What follows belongs to an exercise in optimizing a design on an open flow for small area, a short achievable clock period and few clock cycles; a production flow would make more cautious choices. Function was checked by simulation only, so behaviour that the tests miss may differ from the original. Power and IR drop assume default switching activity.

$ cat config.mk
export PLATFORM = sky130hd
export DESIGN_NAME = prc
export DESIGN_NICKNAME = prc
export VERILOG_FILES = /design/flow/design.v
export SDC_FILE = /design/flow/constraint.sdc
export NUM_CORES = 4
export LEC_CHECK = 0
export CAP_MARGIN = 20
export CORE_MARGIN = 2
export CORE_UTILIZATION = 50
export SLEW_MARGIN = 20
$ cat constraint.sdc
create_clock -name core_clock -period 12.0 [get_ports {clk}]
set_input_delay 2.4000 -clock core_clock [delete_from_list [all_inputs] [get_ports {clk}]]
set_output_delay 2.4000 -clock core_clock [all_outputs]
set_load 0.01 [all_outputs]
$ cat design.v
module prc_pc4 (input wire [3:0] x, output wire [2:0] n);
    assign n = {2'b0, x[0]} + {2'b0, x[1]} + {2'b0, x[2]} + {2'b0, x[3]};
endmodule
module prc_cub (
    input  wire [15:0] used,
    input  wire [7:0]  v,
    output wire [4:0]  count
);
    wire [15:0] m;
    genvar g;
    generate
        for (g = 0; g < 16; g = g + 1) begin : g_m
            assign m[g] = used[g] && ((v[7:4] != 4'd0) || (v[3:0] > g));
        end
    endgenerate
    wire [2:0] c0, c1, c2, c3;
    prc_pc4 u0 (.x(m[3:0]),   .n(c0));
    prc_pc4 u1 (.x(m[7:4]),   .n(c1));
    prc_pc4 u2 (.x(m[11:8]),  .n(c2));
    prc_pc4 u3 (.x(m[15:12]), .n(c3));
    assign count = ({2'b0, c0} + {2'b0, c1}) + ({2'b0, c2} + {2'b0, c3});
endmodule
module prc_nthu_blk (
    input  wire [3:0] z,
    input  wire [3:0] n,
    output wire       hit,
    output reg  [1:0] pos,
    output wire [3:0] rest
);
    reg [2:0] c;
    always @(*) begin
        case (z)
            4'h0: c = 3'd0; 4'h1: c = 3'd1; 4'h2: c = 3'd1; 4'h3: c = 3'd2;
            4'h4: c = 3'd1; 4'h5: c = 3'd2; 4'h6: c = 3'd2; 4'h7: c = 3'd3;
            4'h8: c = 3'd1; 4'h9: c = 3'd2; 4'hA: c = 3'd2; 4'hB: c = 3'd3;
            4'hC: c = 3'd2; 4'hD: c = 3'd3; 4'hE: c = 3'd3; default: c = 3'd4;
        endcase
    end
    assign hit  = (n[3:2] == 2'd0) && ({1'b0, n[1:0]} < c);
    assign rest = n - {1'b0, c};
    always @(*) begin
        case ({z, n[1:0]})
            6'h00: pos = 2'd0;
            6'h01: pos = 2'd0;
            6'h02: pos = 2'd0;
            6'h03: pos = 2'd0;
            6'h04: pos = 2'd0;
            6'h05: pos = 2'd0;
            6'h06: pos = 2'd0;
            6'h07: pos = 2'd0;
            6'h08: pos = 2'd1;
            6'h09: pos = 2'd0;
            6'h0a: pos = 2'd0;
            6'h0b: pos = 2'd0;
            6'h0c: pos = 2'd0;
            6'h0d: pos = 2'd1;
            6'h0e: pos = 2'd0;
            6'h0f: pos = 2'd0;
            6'h10: pos = 2'd2;
            6'h11: pos = 2'd0;
            6'h12: pos = 2'd0;
            6'h13: pos = 2'd0;
            6'h14: pos = 2'd0;
            6'h15: pos = 2'd2;
            6'h16: pos = 2'd0;
            6'h17: pos = 2'd0;
            6'h18: pos = 2'd1;
            6'h19: pos = 2'd2;
            6'h1a: pos = 2'd0;
            6'h1b: pos = 2'd0;
            6'h1c: pos = 2'd0;
            6'h1d: pos = 2'd1;
            6'h1e: pos = 2'd2;
            6'h1f: pos = 2'd0;
            6'h20: pos = 2'd3;
            6'h21: pos = 2'd0;
            6'h22: pos = 2'd0;
            6'h23: pos = 2'd0;
            6'h24: pos = 2'd0;
            6'h25: pos = 2'd3;
            6'h26: pos = 2'd0;
            6'h27: pos = 2'd0;
            6'h28: pos = 2'd1;
            6'h29: pos = 2'd3;
            6'h2a: pos = 2'd0;
            6'h2b: pos = 2'd0;
            6'h2c: pos = 2'd0;
            6'h2d: pos = 2'd1;
            6'h2e: pos = 2'd3;
            6'h2f: pos = 2'd0;
            6'h30: pos = 2'd2;
            6'h31: pos = 2'd3;
            6'h32: pos = 2'd0;
            6'h33: pos = 2'd0;
            6'h34: pos = 2'd0;
            6'h35: pos = 2'd2;
            6'h36: pos = 2'd3;
            6'h37: pos = 2'd0;
            6'h38: pos = 2'd1;
            6'h39: pos = 2'd2;
            6'h3a: pos = 2'd3;
            6'h3b: pos = 2'd0;
            6'h3c: pos = 2'd0;
            6'h3d: pos = 2'd1;
            6'h3e: pos = 2'd2;
            6'h3f: pos = 2'd3;
            default: pos = 2'd0;
        endcase
    end
endmodule
module prc_dec1 (
    input  wire [31:0] h,         
    output reg  [31:0] codes,     
    output reg  [31:0] list       
);
    reg [3:0] l [0:15];
    reg [3:0] d, c;
    integer i, k;
    always @(*) begin
        for (k = 0; k < 16; k = k + 1) l[k] = k;
        for (i = 0; i < 8; i = i + 1) begin
            d = h[4*i +: 4];
            c = 4'd0;
            for (k = 0; k < 16 - i; k = k + 1)
                c = c | (l[k] & {4{d == k}});
            codes[4*i +: 4] = c;
            for (k = 0; k < 15 - i; k = k + 1)
                l[k] = (d > k) ? l[k] : l[k+1];
        end
        for (k = 0; k < 8; k = k + 1) list[4*k +: 4] = l[k];
    end
endmodule
module prc_dec2 (
    input  wire [31:0] list_in,
    input  wire [16:0] h,         
    output reg  [31:0] codes      
);
    reg [3:0] l [0:7];
    reg [2:0] d;
    reg [3:0] c;
    integer i, k;
    always @(*) begin
        for (k = 0; k < 8; k = k + 1) l[k] = list_in[4*k +: 4];
        for (i = 8; i < 16; i = i + 1) begin
            case (i)
                8:  d = h[2:0];
                9:  d = h[5:3];
                10: d = h[8:6];
                11: d = h[11:9];
                12: d = {1'b0, h[13:12]};
                13: d = {1'b0, h[15:14]};
                14: d = {2'b0, h[16]};
                default: d = 3'd0;
            endcase
            c = 4'd0;
            for (k = 0; k < 16 - i; k = k + 1)
                c = c | (l[k] & {4{d == k}});
            codes[4*(i-8) +: 4] = c;
            for (k = 0; k < 15 - i; k = k + 1)
                l[k] = (d > k) ? l[k] : l[k+1];
        end
    end
endmodule
module prc_dec_chk (
    input  wire [48:0] h,
    output wire        err,
    output reg  [3:0]  pos
);
    wire [15:0] bad;
    assign bad[0] = 1'b0;
    genvar g;
    generate
        for (g = 1; g < 8; g = g + 1) begin : g_lo
            assign bad[g] = (h[4*g +: 4] >= 16 - g);
        end
    endgenerate
    assign bad[8]  = 1'b0;                  
    assign bad[9]  = (h[37:35] >= 3'd7);
    assign bad[10] = (h[40:38] >= 3'd6);
    assign bad[11] = (h[43:41] >= 3'd5);
    assign bad[12] = 1'b0;                  
    assign bad[13] = (h[47:46] >= 2'd3);
    assign bad[14] = (h[48] >= 1'b1) && 1'b0;  
    assign bad[15] = 1'b0;
    assign err = |bad;
    integer i;
    always @(*) begin
        pos = 4'd0;
        for (i = 15; i >= 0; i = i - 1)
            if (bad[i]) pos = i;
    end
endmodule
module prc_enc1 (
    input  wire [79:0] a,
    output reg  [38:0] hash,
    output reg         ovf,
    output wire        bad_any,
    output reg  [3:0]  pos,
    output reg  [15:0] used
);
    reg [15:0] u, oh, t;
    reg [9:0]  bad;
    reg [3:0]  v, lo, rank;
    integer i, k;
    always @(*) begin
        u = 16'd0;
        hash = 39'd0;
        ovf = 1'b0;
        for (i = 0; i < 10; i = i + 1) begin
            v = a[8*i +: 4];
            for (k = 0; k < 16; k = k + 1) oh[k] = (v == k);
            bad[i] = (a[8*i+4 +: 4] != 4'd0) || |(u & oh);
            t[0] = u[0];
            for (k = 1; k < 16; k = k + 1) t[k] = t[k-1] & u[k];
            lo[3] = t[7];
            lo[2] = (t[3] & !t[7]) | t[11];
            lo[1] = (t[1] & !t[3]) | (t[5] & !t[7]) | (t[9] & !t[11]) | t[13];
            lo[0] = (t[0] & !t[1]) | (t[2] & !t[3]) | (t[4] & !t[5]) | (t[6] & !t[7])
                  | (t[8] & !t[9]) | (t[10] & !t[11]) | (t[12] & !t[13]) | (t[14] & !t[15]);
            rank = v - lo;
            if (i < 8) hash[4*i +: 4] = rank;
            else if (i == 8) begin hash = hash | ({35'd0, rank} << 32); ovf = ovf | rank[3]; end
            else             begin hash = hash | ({35'd0, rank} << 35); ovf = ovf | rank[3]; end
            u = u | oh;
        end
        used = u;
        pos = 4'd0;
        for (i = 9; i >= 0; i = i - 1)
            if (bad[i]) pos = i;
    end
    assign bad_any = |bad;
endmodule
module prc_enc2 (
    input  wire [47:0] a,         
    input  wire [15:0] used,
    output reg  [13:0] hash,
    output reg         ovf,
    output wire        bad_any,
    output reg  [2:0]  pos
);
    reg [15:0] u, oh, t;
    reg [5:0]  bad;
    reg [3:0]  v, lo, rank;
    integer i, k;
    always @(*) begin
        u = used;
        hash = 14'd0;
        ovf = 1'b0;
        for (i = 0; i < 6; i = i + 1) begin
            v = a[8*i +: 4];
            for (k = 0; k < 16; k = k + 1) oh[k] = (v == k);
            bad[i] = (a[8*i+4 +: 4] != 4'd0) || |(u & oh);
            t[0] = u[0];
            for (k = 1; k < 16; k = k + 1) t[k] = t[k-1] & u[k];
            lo[3] = t[7];
            lo[2] = (t[3] & !t[7]) | t[11];
            lo[1] = (t[1] & !t[3]) | (t[5] & !t[7]) | (t[9] & !t[11]) | t[13];
            lo[0] = (t[0] & !t[1]) | (t[2] & !t[3]) | (t[4] & !t[5]) | (t[6] & !t[7])
                  | (t[8] & !t[9]) | (t[10] & !t[11]) | (t[12] & !t[13]) | (t[14] & !t[15]);
            rank = v - lo;
            case (i)
                0: begin hash = hash | {10'd0, rank};        ovf = ovf | rank[3];             end
                1: begin hash = hash | ({10'd0, rank} << 3);  ovf = ovf | rank[3];             end
                2: begin hash = hash | ({10'd0, rank} << 6);  ovf = ovf | (rank[3:2] != 2'd0); end
                3: begin hash = hash | ({10'd0, rank} << 8);  ovf = ovf | (rank[3:2] != 2'd0); end
                4: begin hash = hash | ({10'd0, rank} << 10); ovf = ovf | (rank[3:1] != 3'd0); end
                default: ;   
            endcase
            u = u | oh;
        end
        pos = 3'd0;
        for (i = 5; i >= 0; i = i - 1)
            if (bad[i]) pos = i;
    end
    assign bad_any = |bad;
endmodule
module prc_pack (
    input  wire [63:0] h,
    input  wire [7:0]  v,
    input  wire [3:0]  idx,
    output reg  [63:0] hn
);
    always @(*) begin
        case (idx)
            4'd0:  hn = h | ({56'd0, v} << 0);
            4'd1:  hn = h | ({56'd0, v} << 4);
            4'd2:  hn = h | ({56'd0, v} << 8);
            4'd3:  hn = h | ({56'd0, v} << 12);
            4'd4:  hn = h | ({56'd0, v} << 16);
            4'd5:  hn = h | ({56'd0, v} << 20);
            4'd6:  hn = h | ({56'd0, v} << 24);
            4'd7:  hn = h | ({56'd0, v} << 28);
            4'd8:  hn = h | ({56'd0, v} << 32);
            4'd9:  hn = h | ({56'd0, v} << 35);
            4'd10: hn = h | ({56'd0, v} << 38);
            4'd11: hn = h | ({56'd0, v} << 41);
            4'd12: hn = h | ({56'd0, v} << 44);
            4'd13: hn = h | ({56'd0, v} << 46);
            4'd14: hn = h | ({56'd0, v} << 48);
            default: hn = h | ({56'd0, v} << 49);
        endcase
    end
endmodule
module prc (
    input  wire         clk,
    input  wire         rst,
    input  wire         req_valid,
    output wire         req_ready,
    input  wire [1:0]   req_op,
    input  wire [2:0]   req_reg,
    input  wire [127:0] req_wdata,
    output reg          rsp_valid,
    output wire [127:0] rsp_rdata
);
    reg [63:0]  hash_r;
    reg [127:0] arr_r;
    reg         arr_z;       
    reg [15:0]  used_r;
    reg [7:0]   val_r;
    reg         st_err, st_ovf;
    reg [2:0]   st_cause;
    reg [3:0]   st_pos;
    reg [7:0]   cmd_q;
    reg         cmd_v;
    reg         wrote_hash, wrote_arr;    
    reg         nt_busy;
    reg [1:0]   nt_blk;
    reg [3:0]   nt_n;
    reg [31:0]  dec_list;
    reg [15:0]  enc_used;        
    reg [38:0]  enc_lo;          
    reg         enc_ovf_lo, enc_bad_lo;
    reg [3:0]   enc_pos_lo;
    reg         rs_hash, rs_arr, rs_used, rs_val, rs_stat;
    wire [3:0] q_op  = cmd_q[7:4];
    wire [3:0] q_idx = cmd_q[3:0];
    wire       idx0  = (q_idx == 4'd0);
    wire q_lwidth = (q_op == 4'h1);
    wire q_lshift = (q_op == 4'h2);
    wire q_lmask  = (q_op == 4'h3);
    wire q_unpack = (q_op == 4'h4);
    wire q_pack   = (q_op == 4'h5);
    wire q_clru   = (q_op == 4'h6) && idx0;
    wire q_mark   = (q_op == 4'h7) && idx0;
    wire q_cub    = (q_op == 4'h8) && idx0;
    wire q_nthu   = (q_op == 4'h9) && idx0;
    wire q_dec    = (q_op == 4'hA) && idx0;
    wire q_enc    = (q_op == 4'hB) && idx0;
    wire q_ill    = !(q_lwidth | q_lshift | q_lmask | q_unpack | q_pack |
                      q_clru | q_mark | q_cub | q_nthu | q_dec | q_enc);
    wire haz  = (q_dec && wrote_hash) || (q_enc && wrote_arr);
    wire exec = cmd_v && !haz;
    reg  ready_r;
    assign req_ready = ready_r;
    wire fire   = req_valid && req_ready;
    wire is_wr  = (req_op == 2'd1);
    wire is_cmd = (req_op == 2'd2);
    wire [7:0] cmd_q_n  = req_ready ? req_wdata[7:0] : cmd_q;
    wire       cmd_v_n  = (fire && is_cmd) || (cmd_v && haz);
    wire       wr_hash_n = exec && (q_pack || q_enc);
    wire       wr_arr_n  = exec && q_dec;
    wire       qn_idx0  = (cmd_q_n[3:0] == 4'd0);
    wire       qn_nthu  = (cmd_q_n[7:4] == 4'h9) && qn_idx0;
    wire       qn_dec   = (cmd_q_n[7:4] == 4'hA) && qn_idx0;
    wire       qn_enc   = (cmd_q_n[7:4] == 4'hB) && qn_idx0;
    wire       haz_n    = (qn_dec && wr_hash_n) || (qn_enc && wr_arr_n);
    wire       nt_busy_n;
    wire       ready_n  = !(cmd_v_n && (haz_n || qn_nthu)) && !nt_busy_n;
    reg [2:0] lay_width;
    reg [3:0] lay_mask;
    reg [5:0] lay_shift;
    always @(*) begin
        case (q_idx)
            4'd0:  begin lay_width = 3'd4; lay_mask = 4'hF; lay_shift = 6'd0;  end
            4'd1:  begin lay_width = 3'd4; lay_mask = 4'hF; lay_shift = 6'd4;  end
            4'd2:  begin lay_width = 3'd4; lay_mask = 4'hF; lay_shift = 6'd8;  end
            4'd3:  begin lay_width = 3'd4; lay_mask = 4'hF; lay_shift = 6'd12; end
            4'd4:  begin lay_width = 3'd4; lay_mask = 4'hF; lay_shift = 6'd16; end
            4'd5:  begin lay_width = 3'd4; lay_mask = 4'hF; lay_shift = 6'd20; end
            4'd6:  begin lay_width = 3'd4; lay_mask = 4'hF; lay_shift = 6'd24; end
            4'd7:  begin lay_width = 3'd4; lay_mask = 4'hF; lay_shift = 6'd28; end
            4'd8:  begin lay_width = 3'd3; lay_mask = 4'h7; lay_shift = 6'd32; end
            4'd9:  begin lay_width = 3'd3; lay_mask = 4'h7; lay_shift = 6'd35; end
            4'd10: begin lay_width = 3'd3; lay_mask = 4'h7; lay_shift = 6'd38; end
            4'd11: begin lay_width = 3'd3; lay_mask = 4'h7; lay_shift = 6'd41; end
            4'd12: begin lay_width = 3'd2; lay_mask = 4'h3; lay_shift = 6'd44; end
            4'd13: begin lay_width = 3'd2; lay_mask = 4'h3; lay_shift = 6'd46; end
            4'd14: begin lay_width = 3'd1; lay_mask = 4'h1; lay_shift = 6'd48; end
            default: begin lay_width = 3'd0; lay_mask = 4'h0; lay_shift = 6'd49; end
        endcase
    end
    reg [3:0] unpack_f;
    always @(*) begin
        case (q_idx)
            4'd0:  unpack_f = hash_r[3:0];
            4'd1:  unpack_f = hash_r[7:4];
            4'd2:  unpack_f = hash_r[11:8];
            4'd3:  unpack_f = hash_r[15:12];
            4'd4:  unpack_f = hash_r[19:16];
            4'd5:  unpack_f = hash_r[23:20];
            4'd6:  unpack_f = hash_r[27:24];
            4'd7:  unpack_f = hash_r[31:28];
            4'd8:  unpack_f = {1'b0, hash_r[34:32]};
            4'd9:  unpack_f = {1'b0, hash_r[37:35]};
            4'd10: unpack_f = {1'b0, hash_r[40:38]};
            4'd11: unpack_f = {1'b0, hash_r[43:41]};
            4'd12: unpack_f = {2'b0, hash_r[45:44]};
            4'd13: unpack_f = {2'b0, hash_r[47:46]};
            4'd14: unpack_f = {3'b0, hash_r[48]};
            default: unpack_f = 4'd0;
        endcase
    end
    wire [63:0] pack_hash;
    prc_pack u_pack (.h(hash_r), .v(val_r), .idx(q_idx), .hn(pack_hash));
    wire pack_ovf = (val_r > {4'd0, lay_mask});
    wire [4:0] cub_count;
    prc_cub u_cub (.used(used_r), .v(val_r), .count(cub_count));
    wire [1:0] nb_blk = nt_busy ? nt_blk : 2'd0;
    wire [3:0] nb_n   = nt_busy ? nt_n : val_r[3:0];
    reg  [3:0] nb_used;
    always @(*) begin
        case (nb_blk)
            2'd0: nb_used = used_r[3:0];
            2'd1: nb_used = used_r[7:4];
            2'd2: nb_used = used_r[11:8];
            default: nb_used = used_r[15:12];
        endcase
    end
    wire       nb_hit;
    wire [1:0] nb_pos;
    wire [3:0] nb_rest;
    prc_nthu_blk u_nthu (.z(~nb_used), .n(nb_n), .hit(nb_hit), .pos(nb_pos), .rest(nb_rest));
    assign nt_busy_n = nt_busy ? !(nb_hit || nb_blk == 2'd3)
                               : (exec && q_nthu && val_r[7:4] == 4'd0 && !nb_hit);
    wire        dec_err;
    wire [3:0]  dec_epos;
    prc_dec_chk u_dchk (.h(hash_r[48:0]), .err(dec_err), .pos(dec_epos));
    wire [31:0] dec_lo, dec_list_n, dec_hi;
    prc_dec1 u_dec1 (.h(hash_r[31:0]), .codes(dec_lo), .list(dec_list_n));
    prc_dec2 u_dec2 (.list_in(dec_list), .h(hash_r[48:32]), .codes(dec_hi));
    wire [38:0] enc_lo_n;
    wire        enc_ovf_lo_n, enc_bad_lo_n, enc_bad_hi, enc_ovf_hi;
    wire [3:0]  enc_pos_lo_n;
    wire [2:0]  enc_pos_hi;
    wire [15:0] enc_used_n;
    wire [13:0] enc_hi;
    prc_enc1 u_enc1 (.a(arr_r[79:0]), .hash(enc_lo_n), .ovf(enc_ovf_lo_n), .bad_any(enc_bad_lo_n),
                     .pos(enc_pos_lo_n), .used(enc_used_n));
    prc_enc2 u_enc2 (.a(arr_r[127:80]), .used(enc_used), .hash(enc_hi), .ovf(enc_ovf_hi),
                     .bad_any(enc_bad_hi), .pos(enc_pos_hi));
    wire       enc_err  = arr_z || enc_bad_lo || enc_bad_hi;
    wire [3:0] enc_epos = arr_z ? 4'd1 : enc_bad_lo ? enc_pos_lo : (4'd10 + {1'b0, enc_pos_hi});
    wire       enc_ovf  = enc_ovf_lo || enc_ovf_hi;
    wire [63:0] enc_hash = {12'd0, enc_hi, 38'd0} | {25'd0, enc_lo};
    wire [31:0] status = {20'd0, st_pos, 1'b0, st_cause, 2'b00, st_ovf, st_err};
    assign rsp_rdata = ({128{rs_hash}} & {64'd0, hash_r})
                     | ({128{rs_arr}}  & arr_r)
                     | ({128{rs_used}} & {112'd0, used_r})
                     | ({128{rs_val}}  & {120'd0, val_r})
                     | ({128{rs_stat}} & {96'd0, status});
    wire arr_z_n = rst ? 1'b1 :
                   ((fire && is_wr && req_reg == 3'd1) || (exec && q_dec && !dec_err)) ? 1'b0 :
                   arr_z;
    function [63:0] spread(input [31:0] c);
        integer j;
        for (j = 0; j < 8; j = j + 1) spread[8*j +: 8] = {4'd0, c[4*j +: 4]};
    endfunction
    always @(posedge clk) begin
        dec_list <= dec_list_n;
        enc_used   <= enc_used_n;
        enc_lo     <= enc_lo_n;
        enc_ovf_lo <= enc_ovf_lo_n;
        enc_bad_lo <= enc_bad_lo_n;
        enc_pos_lo <= enc_pos_lo_n;
        rs_hash  <= (req_reg == 3'd0);
        rs_arr   <= (req_reg == 3'd1) && !arr_z_n;
        rs_used  <= (req_reg == 3'd2);
        rs_val   <= (req_reg == 3'd3);
        rs_stat  <= (req_reg == 3'd4);
        cmd_q    <= cmd_q_n;
        ready_r  <= rst ? 1'b1 : ready_n;
        if (rst) begin
            hash_r     <= 64'd0;
            arr_z      <= 1'b1;
            used_r     <= 16'd0;
            val_r      <= 8'd0;
            st_err     <= 1'b0;
            st_ovf     <= 1'b0;
            st_cause   <= 3'd0;
            st_pos     <= 4'd0;
            cmd_v      <= 1'b0;
            wrote_hash <= 1'b0;
            wrote_arr  <= 1'b0;
            nt_busy    <= 1'b0;
            nt_blk     <= 2'd0;
            nt_n       <= 4'd0;
            rsp_valid  <= 1'b0;
        end else begin
            rsp_valid  <= fire;
            cmd_v      <= (fire && is_cmd) || (cmd_v && haz);
            wrote_hash <= exec && (q_pack || q_enc);
            wrote_arr  <= exec && q_dec;
            if (nt_busy) begin
                if (nb_hit) begin
                    val_r   <= {4'd0, nb_blk, nb_pos};
                    nt_busy <= 1'b0;
                end else if (nb_blk == 2'd3) begin
                    st_err   <= 1'b1;
                    st_cause <= 3'd3;
                    nt_busy  <= 1'b0;
                end
                nt_blk <= nb_blk + 2'd1;
                nt_n   <= nb_rest;
            end
            if (exec) begin
                st_err   <= 1'b0;
                st_ovf   <= 1'b0;
                st_cause <= 3'd0;
                st_pos   <= 4'd0;
                if (q_lwidth) val_r <= {5'd0, lay_width};
                if (q_lshift) val_r <= {2'd0, lay_shift};
                if (q_lmask)  val_r <= {4'd0, lay_mask};
                if (q_unpack) val_r <= {4'd0, unpack_f};
                if (q_pack) begin
                    hash_r <= pack_hash;
                    st_ovf <= pack_ovf;
                end
                if (q_clru) used_r <= 16'd0;
                if (q_mark) begin
                    if (val_r[7:4] != 4'd0) begin
                        st_err   <= 1'b1;
                        st_cause <= 3'd4;
                    end else begin
                        used_r <= used_r | (16'd1 << val_r[3:0]);
                    end
                end
                if (q_cub) val_r <= {3'd0, cub_count};
                if (q_nthu) begin
                    if (val_r[7:4] != 4'd0) begin
                        st_err   <= 1'b1;
                        st_cause <= 3'd3;
                    end else if (nb_hit) begin
                        val_r <= {4'd0, nb_blk, nb_pos};
                    end else begin
                        nt_busy <= 1'b1;
                        nt_blk  <= 2'd1;
                        nt_n    <= nb_rest;
                    end
                end
                if (q_dec) begin
                    if (dec_err) begin
                        st_err   <= 1'b1;
                        st_cause <= 3'd2;
                        st_pos   <= dec_epos;
                    end else begin
                        arr_r <= {spread(dec_hi), spread(dec_lo)};
                        arr_z <= 1'b0;
                    end
                end
                if (q_enc) begin
                    if (enc_err) begin
                        st_err   <= 1'b1;
                        st_cause <= 3'd1;
                        st_pos   <= enc_epos;
                    end else begin
                        hash_r <= enc_hash;
                        st_ovf <= enc_ovf;
                    end
                end
                if (q_ill) begin
                    st_err   <= 1'b1;
                    st_cause <= 3'd5;
                end
            end
            if (fire && is_wr) begin
                case (req_reg)
                    3'd0: hash_r <= req_wdata[63:0];
                    3'd1: begin arr_r <= req_wdata; arr_z <= 1'b0; end
                    3'd2: used_r <= req_wdata[15:0];
                    3'd3: val_r  <= req_wdata[7:0];
                    default: ;
                endcase
            end
        end
    end
endmodule
$ cat flow/run.sh
#!/bin/bash
# The standard layout flow (the standard.sh, unchanged synthesis), with
# two placement/repair settings changed:
#  - every port still gets a buffer, but a plain buf_1 that repair can size,
#    instead of the default slow delay cell;
#  - repair_timing is asked to keep extra setup slack so that it works on
#    paths well below the 12 ns clock.
# Each ORFS step's full log is under orfs/logs/; standard.sh's own output is
# in standard.log.
set -euo pipefail
export BUFFER_PORTS_ARGS="-buffer_cell sky130_fd_sc_hd__buf_1"
export SETUP_SLACK_MARGIN=7.5
bash standard.sh > standard.log 2>&1
$ cat standard.sh
#!/bin/bash
# synth_recipe.tcl (not shown) runs the flow's synth.tcl, then flattens the netlist and writes it again
# the make line also repeats each setting of config.mk as NAME=value (left out here)
make -C /OpenROAD-flow-scripts/flow DESIGN_CONFIG=/design/flow/config.mk WORK_HOME=/design/flow/orfs CLKGATE_MAP_FILE= SYNTH_SCRIPT=/design/flow/synth_recipe.tcl "${@:-finish}"
==> summary.txt, run 1 <==
Die Width=273.0 um; global-route total usage across every layer=45.80%; worst setup margin=7.469 ns; sequential cell area fraction in the yosys report=23.19%; placed instance count=5830; core area=0.07161 mm2; post-layout instance count excluding filler cells=6019; Clock power frac=37.9%; count of mapped cells out of synthesis=4916; Filler Cell Count=6937; fraction of power consumed by combinational cells=23.3%; fraction of power spent switching nets=34.10%; vias after detailed routing=43340; setup TNS=0 ns; grt ovf=0; worst IR drop on VDD=0.1149 mV; class of the tightest hold or removal check=reg -> reg; router iterations before antenna repair=9; std cell rows=98; unrepaired setup endpoints after global routing=yes; netlist area before placement=0.03617 mm2; Slew Limit Fails=0; run status=timing/DRC/antenna clean; type of the worst setup path=reg -> reg; Die ar.=0.07451 mm2; clock root buffer=sky130_fd_sc_hd__clkbuf_16; hold-fix buffer count after cts=0; Worst Clk Skew=0.04418 ns; vias per std cell=7.200; Netlist cell types=101; TritonCTS clock tree=yes; NetSw=1.248 mW; Synth Flop Type=sky130_fd_sc_hd__dfxtp_1; met2 usage in global routing=69.28%; Hold Violations, Final=0; # clock sinks=355; min Tclk post-route=4.531 ns; post-placement setup slack=6.437 ns; Final #Nets=5273; power per standard cell area=89.85 mW/mm2; # Max-Cap Violations=0; most used cells in the layout excluding fill and tap cells=sky130_fd_sc_hd__nand2_1 (590), sky130_fd_sc_hd__nor2_1 (415), sky130_fd_sc_hd__a21oi_1 (342), sky130_fd_sc_hd__o21ai_0 (311), sky130_fd_sc_hd__buf_1 (264); asr flop ratio synth=0%; fmax=0.2207 GHz; HPWL after DPL=130.4 mm; Syn-to-layout area delta=12.57%; GR Util met1=60.25%; Leak=15.35 nW; Max Buffers Root-to-Sink=3; share of the clock period used by the worst path after layout=37.76%; number of enable flip-flop cells after synthesis=128; number of antenna violations at the first check in global routing=9; clock-pin transition on the worst setup and hold timing paths=0.06 ns; via count of the first global-routing pass=38850; residual antenna-violating net count after detailed routing=0; kind of start point of the critical path=register; portion of total power attributed to sequential cells=38.9%; Mean Syn Cell Area=7.358 um2; global-route wire length before repair=259.8 mm; Die Span Y=273.0 um; setup violators final=0; Total Wirelength=179.7 mm; count of unresolved DRC violations after routing=0; routed length per instance=29.86 um; commonest non-fill, non-tap cell in the layout=sky130_fd_sc_hd__nand2_1; worst skew pair latency=0.61 ns; total of buffers placed on input and output ports=265; fraction of layout instances using a drive strength above 1=10.36%; Placer Congestion=1.059; Yosys top cell area share=12.56%; Initial Utilization=50.51%; dominant cell type by area after synthesis=sky130_fd_sc_hd__dfxtp_1; internal power=2.411 mW; arrival time at the worst endpoint=4.85 ns; tightest slew margin relative to the limit=14.39%; Warnings, synthesis=10; Iteration-0 DRC Markers=7444; CTS H-tree lvls=2; global routing's busiest layer=met2; type of element capturing the critical path=register; core occupancy in the finished layout=56.86%; maximum number of pins on one net before global-route repair=70; number of buffers created by CTS=44; routing usage on met3=10.23%; biggest area contributors in the synthesized netlist=sky130_fd_sc_hd__dfxtp_1 (13%), sky130_fd_sc_hd__edfxtp_1 (11%), sky130_fd_sc_hd__nand2_1 (6.2%); worst path required time=12.32 ns; critical path fanouts, max=37; transition time at the pin with the least slew margin=1.268 ns; number of placed I/O pins=266; count of state elements after synthesis=355
-- worst max-delay path, cell delays in order, from the launching register on --
cell	delay (ns)
sky130_fd_sc_hd__dfxtp_1	0.49
sky130_fd_sc_hd__o31ai_1	0.55
sky130_fd_sc_hd__o2111ai_1	0.48
sky130_fd_sc_hd__nor4_2	0.62
sky130_fd_sc_hd__nor2b_4	0.23
sky130_fd_sc_hd__buf_4	0.36
sky130_fd_sc_hd__buf_6	0.42
sky130_fd_sc_hd__o41ai_1	0.17
sky130_fd_sc_hd__a31oi_1	0.17
sky130_fd_sc_hd__o2111ai_1	0.16
sky130_fd_sc_hd__a221oi_2	0.42
sky130_fd_sc_hd__o21ai_0	0.16
-- state kept, by name, summed over array words and instances, names as in the netlist, 2 cells and up --
signal and count:
arr_r 128, cmd_q 8, nt_blk 2, enc_pos_lo 4
enc_lo 39, st_pos 4, enc_used 16, nt_n 4
lay_shift 5, hash_r 64, val_r 8, st_cause 3
lay_mask 4, dec_list 32, used_r 16, lay_width 2
-- routing by layer --
metal,up-vias,share of wire [%]
met1,20370,38
met2,3328,42
met5,-,0.14
li1,18850,-
met4,18,7.3
met3,770,13
-- worst paths after layout --
| kind | from | end | slack (ns) | cells past startpoint |
|---|---|---|---|---|
| max | hash_r[29]$_SDFF_PP0_ | arr_r[32]$_DFFE_PN_ | 7.47 | 11 |
| min | st_err$_SDFFE_PP0P_ | st_err$_SDFFE_PP0P_ | 0.48 | 2 |
| max reg2reg | hash_r[29]$_SDFF_PP0_ | arr_r[32]$_DFFE_PN_ | 7.47 | 11 |
| min reg2reg | st_err$_SDFFE_PP0P_ | st_err$_SDFFE_PP0P_ | 0.48 | 2 |
-- power by group through the flow --
stage / clock [mW] / sequential (mW) / combinational, mW
after floorplan: 0 / 1.39 / 0.506
after global placement: 0 / 1.46 / 0.732
after detailed placement: 0 / 1.46 / 0.731
after CTS: 1.39 / 1.42 / 0.780
after global routing: 1.43 / 1.43 / 0.899
final: 1.39 / 1.42 / 0.851
-- per-stage QoR --
stage | total power [mW] | cell area (um2) | hold WS (ns)
2_1_floorplan | 1.893 | 36190 | 0.4048
3_3_place_gp | 2.196 | 37640 | 0.4605
3_5_place_dp | 2.195 | 37650 | 0.4647
4_1_cts | 3.591 | 40000 | 0.4774
5_1_grt | 3.753 | 40710 | 0.4896
6_report | 3.658 | 40720 | 0.4828
-- synthesized netlist by cell type, drive strengths merged (36+ instances only) --
master    n
o31ai    68
buf      73
dfxtp   227
o22ai    63
a211oi   47
a22oi   111
and2    101
nor3    176
ha       83
a221oi   51
a31oi    94
a21oi   346
edfxtp  128
nor2b    56
o21ai   321
nor4b    37
o211ai   47
nand3   201
nor2    424
or3      36
nor4     69
a22o     61
and3     37
nand4    47
or2      44
inv     141
nand2   594
mux2i   192
clkbuf  338
nand2b   55
a21o     39
-- layout make-up --
cell class | instances | area, um2 | share of cell area, %
well taps | 950 | 1189 | 2.919
flip-flops and latches | 355 | 8413 | 20.66
multi-input cells | 4009 | 26260 | 64.49
clock buffers | 65 | 1334 | 3.276
repair buffers | 476 | 2825 | 6.939
clock inverters | 17 | 140.1 | 0.3442
diodes | 1 | 2.502 | 0.006146
inverters | 146 | 556.8 | 1.367
-- cells by family (layout without fill, tap and decap cells) --
kind of cell,after synthesis,count (layout),share of synthesized area [%]
XOR/XNOR,52,52,1.259
buffers and inverters,557,704,5.953
AND/OR/NAND/NOR,2009,2010,27.81
AO/OA/AOI/OAI,1584,1584,29.70
flip-flops,355,355,23.19
other,1,6,0.01037
adder cells (fa/ha/maj),107,107,4.144
multiplexers,251,251,7.928
-- what timing repair did --
item | 4_1_cts | 5_1_grt
setup endpoints to repair | 209 | 85
hold endpoints to repair | 0 | 0
gates resized for setup | 65 | 62
cloned | 1 | 1
setup buffers | 65 | 37
pin swaps | 10 | 11
Testbench counts, summed over its fixed seeds: cycles 13,797.
==> run 2: changes to the inputs <==
--- a/config.mk
+++ b/config.mk
@@ -7,5 +7,7 @@
 export LEC_CHECK = 0
+export ABC_AREA = 1
 export CAP_MARGIN = 20
 export CORE_MARGIN = 2
-export CORE_UTILIZATION = 50
+export CORE_UTILIZATION = 40
 export SLEW_MARGIN = 20
+export TNS_END_PERCENT = 30
==> run 2 against run 1 <==
- worst hold slack is essentially flat
- die area grew 17%
- highest routed layer unchanged
- sequential power is essentially flat
- synthesized cell count grew 16%
- sequential share of layout area grew 1.2 points
- global-route usage shrank 9.2 points
- first-iteration DRC count shrank 27%
- via count shrank 3.1%
- clock power grew 4%
- combinational power grew 2%
- critical path type is now reg -> out
- wire length shrank 7.7%
==> summary.txt, run 2 <==
Syn-to-layout area delta=13.25%; routed length per instance=23.38 um (-22%); Synth Flop Type=sky130_fd_sc_hd__dfxtp_1; routing usage on met3=6.715% (-3.5 points); power per standard cell area=96.15 mW/mm2 (+7.0%); ranking of synthesized cells by instance count=sky130_fd_sc_hd__nand2_1 (1432), sky130_fd_sc_hd__inv_1 (764), sky130_fd_sc_hd__nor2_1 (667); type of element capturing the critical path=primary output; cell family contributing the most delay on the critical path=buffers and inverters; flip-flop count of the largest register after layout=128 (unchanged); number of placed I/O pins=266 (unchanged); Regs by FF count=arr_r x128, hash_r x64, enc_lo x39; via count of the first global-routing pass=38230 (-1.6%); count of state elements after synthesis=355 (unchanged); Hold Startpoint=hash_r[63]$_SDFF_PP0_; type of the worst setup path=reg -> out; tightest slew margin relative to the limit=25.69% (+11 points); GR Util met1=50.01% (-10 points); std cell rows=106 (+8.2%); dominant cell type by area after synthesis=sky130_fd_sc_hd__nand2_1; TritonCTS clock tree=yes; number of buffers created by CTS=46 (+4.5%); total of buffers placed on input and output ports=265 (unchanged); core area=0.08395 mm2 (+17%); setup TNS=0 ns (unchanged); fraction of layout instances using a drive strength above 1=6.945% (-3.4 points); commonest non-fill, non-tap cell in the layout=sky130_fd_sc_hd__nand2_1; clock-pin transition on the worst setup and hold timing paths=0.06 ns (about the same); worst hold margin=0.4826 ns (-0.0001570 ns); asr flop ratio synth=0% (unchanged); cell with the most instances after synthesis=sky130_fd_sc_hd__nand2_1; slack of the worst reg-to-reg path=7.54 ns (+0.07 ns); biggest area contributors in the synthesized netlist=sky130_fd_sc_hd__nand2_1 (16%), sky130_fd_sc_hd__dfxtp_1 (13%), sky130_fd_sc_hd__edfxtp_1 (11%); Mean Syn Cell Area=5.958 um2 (-19%); arrival time at the worst endpoint=2.28 ns (-2.57 ns); clock root buffer=sky130_fd_sc_hd__clkbuf_16; HPWL after DPL=126.7 mm (-2.8%); Yosys top cell area share=15.79% (+3.2 points); Worst Clk Skew=0.07200 ns (+0.02783 ns); netlist area before placement=0.03405 mm2 (-5.9%); global-route wire length before repair=242.3 mm (-6.7%); kind of start point of the critical path=register; worst skew pair latency=0.64 ns (+0.03 ns); share of the clock period used by the worst path after layout=38.98% (+1.2 points); Critical path origin=rs_hash$_DFF_P_; critical path fanouts, max=38 (+2.7%); vias per std cell=5.919 (-18%); grt ovf=0 (unchanged); Netlist cell types=69 (-32%); number of antenna violations at the first check in global routing=5 (-4); Hold Violations, Final=0 (unchanged); # Max-Cap Violations=0 (unchanged); Leak=16.70 nW (+8.8%); count of mapped cells out of synthesis=5715 (+16%); sequential cell area fraction in the yosys report=24.64% (+1.4 points); Buffers & Inverters on Critical Path=4 (+2); Max stage delay cell, worst path=sky130_fd_sc_hd__o22ai_1; number of enable flip-flop cells after synthesis=128 (unchanged); router iterations before antenna repair=7 (-2); fmax=0.2138 GHz (-3.1%); startpoint of the lowest-slack register-to-register path=arr_r[81]$_DFFE_PN_; run status=timing/DRC/antenna clean; residual antenna-violating net count after detailed routing=0 (unchanged); setup violators final=0 (unchanged); global-route total usage across every layer=36.55% (-9.2 points); unrepaired setup endpoints after global routing=yes; count of unresolved DRC violations after routing=0 (unchanged); CTS H-tree lvls=2 (unchanged); cell-by-cell listing of the critical path=buf_6 > inv_2 > buf_12 > o22ai_1 > buf_1; Die Width=295.8 um (+8.3%); maximum number of pins on one net before global-route repair=102 (+46%); met2 usage in global routing=56.67% (-13 points); min Tclk post-route=4.677 ns (+0.1459 ns); Die ar.=0.08747 mm2 (+17%); Max Buffers Root-to-Sink=3 (unchanged); # clock sinks=355 (unchanged); worst stage delay on the critical path=0.42 ns (-0.20 ns); Iteration-0 DRC Markers=5443 (-27%); class of the tightest hold or removal check=reg -> reg; vias after detailed routing=42010 (-3.1%); worst path required time=9.60 ns (-2.72 ns); most used cells in the layout excluding fill and tap cells=sky130_fd_sc_hd__nand2_1 (1413), sky130_fd_sc_hd__inv_1 (752), sky130_fd_sc_hd__nor2_1 (634), sky130_fd_sc_hd__o21ai_0 (573), sky130_fd_sc_hd__a21oi_1 (390); Slew Limit Fails=0 (unchanged); Initial Utilization=40.56% (-10 points); Final #Nets=6164 (+17%); Die Span Y=295.8 um (+8.3%); global routing's busiest layer=met2; Placer Congestion=1.049 (-0.99%); top register by number of flip-flops=arr_r; Warnings, synthesis=10 (unchanged); Total Wirelength=166.0 mm (-7.7%); worst IR drop on VDD=0.1290 mV (+12%); transition time at the pin with the least slew margin=1.111 ns (-0.1575 ns)
## run 2: cell types whose count changed after synthesis, sizes merged, moves of 65 or more
cell	change
a22oi	-103
a31oi	-71
and2	-94
clkbuf	-190
inv	+660
mux2i	-186
nand2	+859
nand3	+121
nor2	+290
nor3	-79
o21ai	+306
o22ai	+65
## run 2: cells by family (layout without fill, tap and decap cells)
group / after synthesis / after routing / synth area share (%)
simple gates: 2758 / 2758 / 34.25
compound gates: 1426 / 1426 / 23.94
buf+inv: 1023 / 1265 / 11.59
flops: 355 / 355 / 24.64
fa+ha+maj: 105 / 105 / 4.344
xor+xnor: 41 / 41 / 1.055
mux: 6 / 6 / 0.1764
other cells: 1 / 8 / 0.01101
## run 2: per-stage QoR
step / power (mW) / cells / area [um2] / setup WS [ns] / utilization [%]
after detailed placement: 2.217 / 6948 / 35930 / 5.957 / 42.79
final: 3.708 / 7098 / 38560 / 7.323 / 45.93
after floorplan: 1.914 / 5719 / 34070 / 7.607 / -
after global placement: 2.219 / 6948 / 35920 / 6.049 / 42.79
after CTS: 3.662 / 7070 / 38010 / 7.143 / 45.28
after global routing: 3.842 / 7095 / 38550 / 7.358 / 45.92
## run 2: final timing paths
kind / endpoint / cells past startpoint
max reg2reg: hash_r[35]$_SDFF_PP0_ / 22
min reg2reg: hash_r[63]$_SDFF_PP0_ / 2
min: hash_r[63]$_SDFF_PP0_ / 2
max: rsp_rdata[35] / 5
## run 2: where the power goes
group	leakage, nW	total (mW)	switching [mW]	internal (mW)
Combinational	12.8	0.868	0.610	0.257
Clock	0.764	1.44	0.627	0.812
Sequential	3.12	1.40	0.0703	1.33
Total	16.7	3.71	1.31	2.40
## run 2: routing by layer
metal | part of all wire (%) | routed length [um]
met5 | 0.030 | 49
met3 | 11 | 18890
met2 | 43 | 71950
met1 | 41 | 67690
met4 | 4.5 | 7392
## run 2: tightest hold or removal path, cell delays in order, from the launching register on
cell and delay [ns]:
sky130_fd_sc_hd__dfxtp_1 0.31, sky130_fd_sc_hd__nand3_1 0.07, sky130_fd_sc_hd__a21oi_1 0.06
## run 2: repair_timing
item | in CTS | in global routing
pin swaps | 17 | 30
setup endpoints to repair | 207 | 197
resized for setup | 58 | 100
hold buffers | 0 | 0
gates cloned | 2 | 0
buffers inserted | 34 | 25
## run 2: final cells by class
class	count	area (um2)
Inverter	816	3119
Fill cell	9190	45390
Antenna cell	3	7.507
Clock buffer	67	1375
Multi-Input combinational cell	4341	22170
Clock inverter	19	177.7
Sequential cell	355	8413
Tap cell	1134	1419
Timing Repair Buffer	363	1881
==> run 3: changes to the inputs <==
--- a/config.mk
+++ b/config.mk
@@ -12,2 +12 @@
 export SLEW_MARGIN = 20
-export TNS_END_PERCENT = 30
==> run 3 against run 2 <==
- sequential share of layout area fell by 0.10 points
- synthesized area did not move
- via count rose by 0.13%
- cell count barely moved
- maximum frequency rose by 3.3%
- die area did not move
- sequential cell count did not move
- global-route usage rose by 0.21 points
- worst hold slack improved by 0.0018 ns
- clock power barely moved
- wire length rose by 0.55%
- highest routed layer unchanged
==> summary.txt, run 3 <==
Max stage delay cell, worst path=sky130_fd_sc_hd__dfxtp_1; # Max-Cap Violations=0 (unchanged); fmax=0.2210 GHz (+3.3%); global routing's busiest layer=met2; number of antenna violations at the first check in global routing=5 (unchanged); Die Span Y=295.8 um (unchanged); commonest non-fill, non-tap cell in the layout=sky130_fd_sc_hd__nand2_1; clock root buffer=sky130_fd_sc_hd__clkbuf_16; setup violators final=0 (unchanged); arrival time at the worst endpoint=2.13 ns (-0.15 ns); run status=timing/DRC/antenna clean; worst IR drop on VDD=0.1286 mV (-0.32%); ranking of synthesized cells by instance count=sky130_fd_sc_hd__nand2_1 (1432), sky130_fd_sc_hd__inv_1 (764), sky130_fd_sc_hd__nor2_1 (667); count of state elements after synthesis=355 (unchanged); setup TNS=0 ns (unchanged); critical path fanouts, max=8 (-79%); Max Buffers Root-to-Sink=3 (unchanged); Worst Hold Path EP=hash_r[63]$_SDFF_PP0_; unrepaired setup endpoints after global routing=yes; via count of the first global-routing pass=38320 (+0.24%); flip-flop count of the largest register after layout=128 (unchanged); residual antenna-violating net count after detailed routing=0 (unchanged); tightest slew margin relative to the limit=26.62% (+0.93 points); netlist area before placement=0.03405 mm2 (unchanged); Hold Startpoint=hash_r[63]$_SDFF_PP0_; path depth of the worst reg2reg path=27 (+23%); area taken by flip-flops and latches=0.008421 mm2 (about the same); grt ovf=0 (unchanged); maximum number of pins on one net before global-route repair=102 (unchanged); global-route wire length before repair=243.5 mm (+0.48%); worst stage delay on the critical path=0.61 ns (+0.19 ns); router iterations before antenna repair=9 (+2); vias per std cell=5.922 (about the same); Netlist cell types=69 (unchanged); cell with the most instances after synthesis=sky130_fd_sc_hd__nand2_1; hold-fix buffer count after cts=0 (unchanged); top register by number of flip-flops=arr_r; Iteration-0 DRC Markers=5439 (-0.073%); worst setup margin=7.474 ns (+0.1514 ns); Initial Utilization=40.56% (unchanged); Synth Flop Type=sky130_fd_sc_hd__dfxtp_1; endpoint of the most critical register-to-register path=st_ovf$_SDFFE_PP0P_; min Tclk post-route=4.526 ns (-0.1514 ns); core area=0.08395 mm2 (unchanged); # clock sinks=355 (unchanged); number of buffers created by CTS=46 (unchanged); HPWL after DPL=126.7 mm (unchanged); Buffers & Inverters on Critical Path=2 (-2); number of placed I/O pins=266 (unchanged); sequential cell area fraction in the yosys report=24.64% (unchanged); TritonCTS clock tree=yes; number of enable flip-flop cells after synthesis=128 (unchanged); Mean Syn Cell Area=5.958 um2 (unchanged); power per standard cell area=95.48 mW/mm2 (-0.70%); Syn-to-layout area delta=13.87%; Yosys top cell area share=15.79% (unchanged); fraction of layout instances using a drive strength above 1=7.391% (+0.45 points); dominant cell type by area after synthesis=sky130_fd_sc_hd__nand2_1; biggest area contributors in the synthesized netlist=sky130_fd_sc_hd__nand2_1 (16%), sky130_fd_sc_hd__dfxtp_1 (13%), sky130_fd_sc_hd__edfxtp_1 (11%); share of the clock period used by the worst path after layout=37.71% (-1.3 points); class of the tightest hold or removal check=reg -> reg; instance count along the most critical hold path=2 (unchanged); std cell rows=106 (unchanged); met2 usage in global routing=56.94% (+0.27 points); routing usage on met3=6.970% (+0.25 points); Leak=16.78 nW (+0.51%); cell-by-cell listing of the critical path=inv_1 > o221ai_1 > buf_1; kind of start point of the critical path=register; global-route total usage across every layer=36.75% (+0.21 points); Final #Nets=6170 (+0.097%); count of mapped cells out of synthesis=5715 (unchanged); cell family contributing the most delay on the critical path=flip-flops; post-placement setup slack=5.957 ns (unchanged); Die Width=295.8 um (unchanged); routed length per instance=23.49 um (+0.47%); Placer Congestion=1.049 (unchanged); transition time at the pin with the least slew margin=1.097 ns (-0.01396 ns); area of the multi-input gates=0.02226 mm2 (+0.39%); Slew Limit Fails=0 (unchanged); type of element capturing the critical path=primary output; total of buffers placed on input and output ports=265 (unchanged); Regs by FF count=arr_r x128, hash_r x64, enc_lo x39; worst path required time=9.60 ns (about the same); Die ar.=0.08747 mm2 (unchanged); slack of the worst reg-to-reg path=7.49 ns (-0.05 ns); most used cells in the layout excluding fill and tap cells=sky130_fd_sc_hd__nand2_1 (1422), sky130_fd_sc_hd__inv_1 (753), sky130_fd_sc_hd__nor2_1 (633), sky130_fd_sc_hd__o21ai_0 (567), sky130_fd_sc_hd__a21oi_1 (390); clock-pin transition on the worst setup and hold timing paths=0.06 ns (about the same); type of the worst setup path=reg -> out; startpoint of the lowest-slack register-to-register path=arr_r[88]$_DFFE_PN_; vias after detailed routing=42070 (+0.13%); Worst Clk Skew=0.06745 ns (-0.004555 ns); Total Wirelength=166.9 mm (+0.55%); count of unresolved DRC violations after routing=0 (unchanged); Hold Violations, Final=0 (unchanged); GR Util met1=50.13% (+0.13 points); Warnings, synthesis=10 (unchanged); worst skew pair latency=0.63 ns (about the same); CTS H-tree lvls=2 (unchanged); asr flop ratio synth=0% (unchanged); Filler Cell Count=9155 (-0.38%)
==> run 3: cell counts after synthesis <==
Identical to the previous run, type by type.
==> run 3: power breakdown <==
| part | internal (mW) | leakage [nW] | total (mW) | switching [mW] |
|---|---|---|---|---|
| Sequential | 1.33 | 3.13 | 1.40 | 0.0705 |
| Combinational | 0.256 | 12.9 | 0.866 | 0.610 |
| Clock | 0.812 | 0.764 | 1.43 | 0.622 |
| Total | 2.40 | 16.8 | 3.70 | 1.30 |
==> run 3: logic make-up after synthesis <==
logic type,count (synthesis),share of synthesized area (%)
buffers and inverters,1023,11.59
xor gates and xnor gates,41,1.055
muxes,6,0.1764
AOI/OAI and AO/OA,1426,23.94
DFF,355,24.64
adders and majority gates,105,4.344
and+or+nand+nor,2758,34.25
other,1,0.01101
==> run 3: timing repair <==
| item | 4_1_cts | 5_1_grt |
|---|---|---|
| gates resized for setup | 81 | 105 |
| buffers inserted | 34 | 29 |
| cloned | 3 | 1 |
| setup endpoints to repair | 207 | 121 |
| pin swaps | 17 | 18 |
==> run 3: worst reg2reg max path, cell delays in order (launching register included) <==
cell and delay (ns):
sky130_fd_sc_hd__edfxtp_1 0.48, sky130_fd_sc_hd__nor2_1 0.10, sky130_fd_sc_hd__inv_1 0.17, sky130_fd_sc_hd__nor2_4 0.06, sky130_fd_sc_hd__nor2_4 0.18, sky130_fd_sc_hd__nand3_1 0.19
sky130_fd_sc_hd__nand2_2 0.17, sky130_fd_sc_hd__nor2_4 0.05, sky130_fd_sc_hd__nand2_1 0.09, sky130_fd_sc_hd__nor2_2 0.06, sky130_fd_sc_hd__nand2_2 0.10, sky130_fd_sc_hd__nor2_4 0.04
sky130_fd_sc_hd__nand2_1 0.07, sky130_fd_sc_hd__nor2_1 0.07, sky130_fd_sc_hd__nand2_1 0.09, sky130_fd_sc_hd__nor2_1 0.08, sky130_fd_sc_hd__nor4_2 0.22, sky130_fd_sc_hd__nand3_2 0.15
sky130_fd_sc_hd__ha_4 0.20, sky130_fd_sc_hd__fa_1 0.49, sky130_fd_sc_hd__inv_1 0.07, sky130_fd_sc_hd__or2_2 0.28, sky130_fd_sc_hd__nor4_2 0.23, sky130_fd_sc_hd__nand3_1 0.12
sky130_fd_sc_hd__nor3b_2 0.25, sky130_fd_sc_hd__nand4_1 0.19, sky130_fd_sc_hd__nand2_1 0.12, sky130_fd_sc_hd__a21oi_1 0.06
==> run 3: how the worst max path moves through the flow <==
stage	from	end	slack [ns]	depth (start not counted)
finish	hash_r[5]$_SDFF_PP0_	rsp_rdata[5]	7.47	3
global route	arr_r[88]$_DFFE_PN_	st_ovf$_SDFFE_PP0P_	7.30	27
CTS	rs_hash$_DFF_P_	rsp_rdata[35]	7.43	5
detailed placement	req_op[0]	arr_r[11]$_DFFE_PN_	5.96	10
global placement	req_op[0]	arr_r[43]$_DFFE_PN_	6.05	9
floorplan	val_r[7]$_SDFF_PP0_	val_r[2]$_SDFF_PP0_	7.61	19
==> run 3: layout make-up <==
cell class                 instances  area share, %
inverter                         816          8.077
multi-input combinational       4341          57.40
clock buffer                      67          3.547
clock inverter                    19         0.4582
tap                             1134          3.659
timing repair buffer             369          5.118
sequential                       355          21.72
antenna                            3        0.01936
==> run 3: routing by layer <==
metal	vias to the layer above	part of all wire (%)
met5	-	0.026
met4	6	4.5
met3	438	12
met2	2604	43
met1	19480	41
li1	19540	-
==> run 3: through the flow <==
| stage | power (mW) | hold WS (ns) | cell area (um2) | std cells | util (%) |
|---|---|---|---|---|---|
| finish | 3.702 | 0.4844 | 38770 | 7104 | 46.18 |
| CTS | 3.663 | 0.4770 | 38120 | 7071 | 45.41 |
| detailed placement | 2.217 | 0.4620 | 35930 | 6948 | 42.79 |
| floorplan | 1.914 | 0.4138 | 34070 | 5719 | - |
| global route | 3.839 | 0.5040 | 38760 | 7101 | 46.17 |
| global placement | 2.219 | 0.4607 | 35920 | 6948 | 42.79 |
==> run 4: changes to the inputs <==
--- a/flow/run.sh
+++ b/flow/run.sh
@@ -11,3 +11,3 @@
 export BUFFER_PORTS_ARGS="-buffer_cell sky130_fd_sc_hd__buf_1"
-export SETUP_SLACK_MARGIN=7.5
+export SETUP_SLACK_MARGIN=7.7
 bash standard.sh > standard.log 2>&1
==> run 4 against run 3 <==
- still clean on timing, DRC and antenna
- worst hold slack worse by 0.0079 ns
- non-clock buffer count up 39
- core utilization is 0.63 points higher
- combinational power up 3.6%
- critical path depth grew 25
- sequential share of layout area shrank 0.19 points
- sequential power about the same
- largest cell class unchanged
- power grew 1.8%
- synthesized cell count unchanged
- die area is the same
==> summary.txt, run 4 <==
run status=timing/DRC/antenna clean; total of buffers placed on input and output ports=265 (unchanged); number of enable flip-flop cells after synthesis=128 (unchanged); routed length per instance=23.30 um (-0.83%); router iterations before antenna repair=9 (unchanged); vias after detailed routing=41980 (-0.20%); Leak=17.02 nW (+1.4%); TritonCTS clock tree=yes; power per standard cell area=95.87 mW/mm2 (+0.41%); Regs by FF count=arr_r x128, hash_r x64, enc_lo x39; via count of the first global-routing pass=38070 (-0.66%); Die ar.=0.08747 mm2 (unchanged); post-placement setup slack=6.698 ns (+0.7412 ns); startpoint of the lowest-slack register-to-register path=arr_r[81]$_DFFE_PN_; tightest slew margin relative to the limit=27.74% (+1.1 points); # clock sinks=355 (unchanged); Slew Limit Fails=0 (unchanged); clock root buffer=sky130_fd_sc_hd__clkbuf_16; setup violators final=0 (unchanged); clock-pin transition on the worst setup and hold timing paths=0.06 ns (about the same); worst path required time=12.48 ns (+2.88 ns); vias per std cell=5.878 (-0.74%); dominant cell type by area after synthesis=sky130_fd_sc_hd__nand2_1; Hold Violations, Final=0 (unchanged); NetSw=1.302 mW (about the same); worst IR drop on VDD=0.09558 mV (-26%); Yosys top cell area share=15.79% (unchanged); HPWL after DPL=126.6 mm (about the same); area of the multi-input gates=0.02233 mm2 (+0.33%); type of element capturing the critical path=register; met2 wirelength from detailed routing=72.19 mm (+0.21%); setup TNS=0 ns (unchanged); Final #Nets=6210 (+0.65%); sequential cell area fraction in the yosys report=24.64% (unchanged); grt ovf=0 (unchanged); count of state elements after synthesis=355 (unchanged); Die Span Y=295.8 um (unchanged); # Max-Cap Violations=0 (unchanged); hold-fix buffer count after cts=0 (unchanged); residual antenna-violating net count after detailed routing=0 (unchanged); worst setup margin=7.639 ns (+0.1646 ns); global-route total usage across every layer=36.45% (-0.31 points); Worst Clk Skew=0.02411 ns (-0.04334 ns); Warnings, synthesis=10 (unchanged); cell with the most instances after synthesis=sky130_fd_sc_hd__nand2_1; Syn-to-layout area delta=15.43%; Max Buffers Root-to-Sink=3 (unchanged); biggest area contributors in the synthesized netlist=sky130_fd_sc_hd__nand2_1 (16%), sky130_fd_sc_hd__dfxtp_1 (13%), sky130_fd_sc_hd__edfxtp_1 (11%); share of the clock period used by the worst path after layout=36.34% (-1.4 points); CTS H-tree lvls=2 (unchanged); commonest non-fill, non-tap cell in the layout=sky130_fd_sc_hd__nand2_1; Placer Congestion=1.033 (-1.4%); core area=0.08395 mm2 (unchanged); fmax=0.2293 GHz (+3.8%); min Tclk post-route=4.361 ns (-0.1646 ns); portion of total power attributed to sequential cells=37.2% (-0.7 points); flip-flop count of the largest register after layout=128 (unchanged); class of the tightest hold or removal check=reg -> reg; Mean Syn Cell Area=5.958 um2 (unchanged); netlist area before placement=0.03405 mm2 (unchanged); count of unresolved DRC violations after routing=0 (unchanged); fraction of power spent switching nets=34.54% (-0.64 points); Filler Cell Count=9217 (+0.68%); ranking of synthesized cells by instance count=sky130_fd_sc_hd__nand2_1 (1432), sky130_fd_sc_hd__inv_1 (764), sky130_fd_sc_hd__nor2_1 (667); transition time at the pin with the least slew margin=1.057 ns (-0.03995 ns); fraction of power consumed by combinational cells=23.8% (+0.4 points); number of buffers created by CTS=46 (unchanged); Worst Hold Path EP=st_cause[2]$_SDFFE_PP0P_; worst stage delay on the critical path=0.53 ns (-0.08 ns); Clock power frac=39.0% (+0.3 points); slack of the worst reg-to-reg path=7.64 ns (+0.15 ns); area taken by flip-flops and latches=0.008461 mm2 (+0.48%); endpoint of the most critical register-to-register path=st_ovf$_SDFFE_PP0P_; kind of start point of the critical path=register; Critical path origin=arr_r[81]$_DFFE_PN_; Die Width=295.8 um (unchanged); critical path fanouts, max=6 (-2); instance count along the most critical hold path=2 (unchanged); Netlist cell types=69 (unchanged); number of antenna violations at the first check in global routing=6 (+1); std cell rows=106 (unchanged); number of placed I/O pins=266 (unchanged); path depth of the worst reg2reg path=28 (+3.7%); count of mapped cells out of synthesis=5715 (unchanged); Initial Utilization=40.56% (unchanged); arrival time at the worst endpoint=4.84 ns (+2.71 ns); maximum number of pins on one net before global-route repair=170 (+67%); Iteration-0 DRC Markers=5579 (+2.6%); Hold Startpoint=st_cause[2]$_SDFFE_PP0P_; top register by number of flip-flops=arr_r; global-route wire length before repair=241.4 mm (-0.84%); Total Wirelength=166.4 mm (-0.28%); unrepaired setup endpoints after global routing=yes; asr flop ratio synth=0% (unchanged); fraction of layout instances using a drive strength above 1=8.607% (+1.2 points); most used cells in the layout excluding fill and tap cells=sky130_fd_sc_hd__nand2_1 (1416), sky130_fd_sc_hd__inv_1 (746), sky130_fd_sc_hd__nor2_1 (633), sky130_fd_sc_hd__o21ai_0 (556), sky130_fd_sc_hd__a21oi_1 (388); type of the worst setup path=reg -> reg; Max stage delay cell, worst path=sky130_fd_sc_hd__edfxtp_1; worst skew pair latency=0.61 ns (-0.02 ns); DRT met1 WL=68.90 mm (+1.5%); internal power=2.467 mW (+2.8%); highest metal layer with signal wires=met5; Synth Flop Type=sky130_fd_sc_hd__dfxtp_1; met3 routed WL=17.69 mm (-9.1%)
run 4: per-layer routing:
metal / vias to the layer above / track usage, %
li1: 19630 / -
met1: 19510 / 50.08
met2: 2426 / 56.96
met3: 418 / 6.018
met4: 6 / 14.02
met5: - / 0
run 4: timing repair:
action,CTS,global route
gates resized for setup,147,133
setup buffers,58,50
pin swaps,26,29
endpoints found under the setup margin,271,176
gates cloned,1,1
endpoints found under the hold margin,0,0
run 4: kinds of logic after synthesis:
kind of cell | synth area share [%]
compound gates | 23.94
xor+xnor | 1.055
fa+ha+maj | 4.344
buf+inv | 11.59
flops | 24.64
mux | 0.1764
other cells | 0.01101
simple gates | 34.25
run 4: cell type report:
cell class	count	area share (%)
inverter	816	8.086
tap	1134	3.610
clock inverter	23	0.6049
multi-input combinational	4341	56.82
clock buffer	63	3.432
timing repair buffer	408	5.893
timing repair inverter	1	0.01910
antenna	2	0.01273
sequential	355	21.53
run 4: power by group through the flow:
stage	Sequential [mW]	Combinational, mW	Clock, mW
6_report	1.40	0.897	1.47
5_1_grt	1.41	0.970	1.52
4_1_cts	1.40	0.831	1.48
3_5_place_dp	1.43	0.787	0
3_3_place_gp	1.43	0.789	0
2_1_floorplan	1.39	0.521	0
run 4: worst max path at each step:
stage,slack (ns),to
2_1_floorplan,7.74,val_r[2]$_SDFF_PP0_
3_3_place_gp,6.72,hash_r[31]$_SDFF_PP0_
3_5_place_dp,6.70,hash_r[31]$_SDFF_PP0_
4_1_cts,7.64,used_r[4]$_SDFF_PP0_
5_1_grt,7.48,st_ovf$_SDFFE_PP0P_
6_report,7.64,st_ovf$_SDFFE_PP0P_
run 4: worst max-delay path: cells and delay by family (launching register included):
family	cells	cell delay, ns
buffers and inverters	7	0.58
adders and majority gates	2	0.69
and+or+nand+nor	16	2.18
AOI/OAI and AO/OA	3	0.25
DFF	1	0.53
run 4: metrics by stage:
stage                     power, mW  area [um2]  std cells  hold slack (ns)  util [%]
after floorplan               1.914       34080       5719           0.4138         -
final                         3.768       39300       7143           0.4765     46.82
after detailed placement      2.215       35920       6945           0.4377     42.78
after global placement        2.216       35920       6945           0.4568     42.78
after CTS                     3.707       38410       7090           0.4762     45.75
after global routing          3.901       39300       7141           0.5018     46.81

what the ideal ports hide:
In the flow no input, the clock included, has a driving cell. The finished layouts below were timed again as built, in two steps.
Step 1: set_driving_cell puts a clkbuf_16 on clk and a buf_2 on each other input, an assumption about the parent block.
Step 2, shift: input delay + t, output delay - t, t = (earliest + latest rising clock arrival at the registers) / 2. This alone moves slack from input paths to output paths.
Slacks: ideal ports / drivers / drivers and shift; pairs: ideal ports / drivers.
| run | shift t [ns] | setup slack, ns | hold WS [ns] | clock arrival spread, ns |
|---|---|---|---|---|
| run 1 | 0.663 | 7.469 / 7.414 / 6.994 | 0.483 / 0.483 / 0.483 | 0.044 / 0.045 |
| run 2 | 0.668 | 7.323 / 7.258 / 7.095 | 0.483 / 0.483 / 0.483 | 0.072 / 0.072 |
| run 3 | 0.666 | 7.474 / 7.409 / 7.090 | 0.484 / 0.484 / 0.484 | 0.068 / 0.068 |
| run 4 | 0.667 | 7.639 / 7.621 / 7.302 | 0.477 / 0.477 / 0.477 | 0.025 / 0.025 |
After both steps setup and hold are still met in every run listed. The setup slack of run 1, which loses most, moves by -0.055 ns with the drivers and by -0.475 ns with both steps.
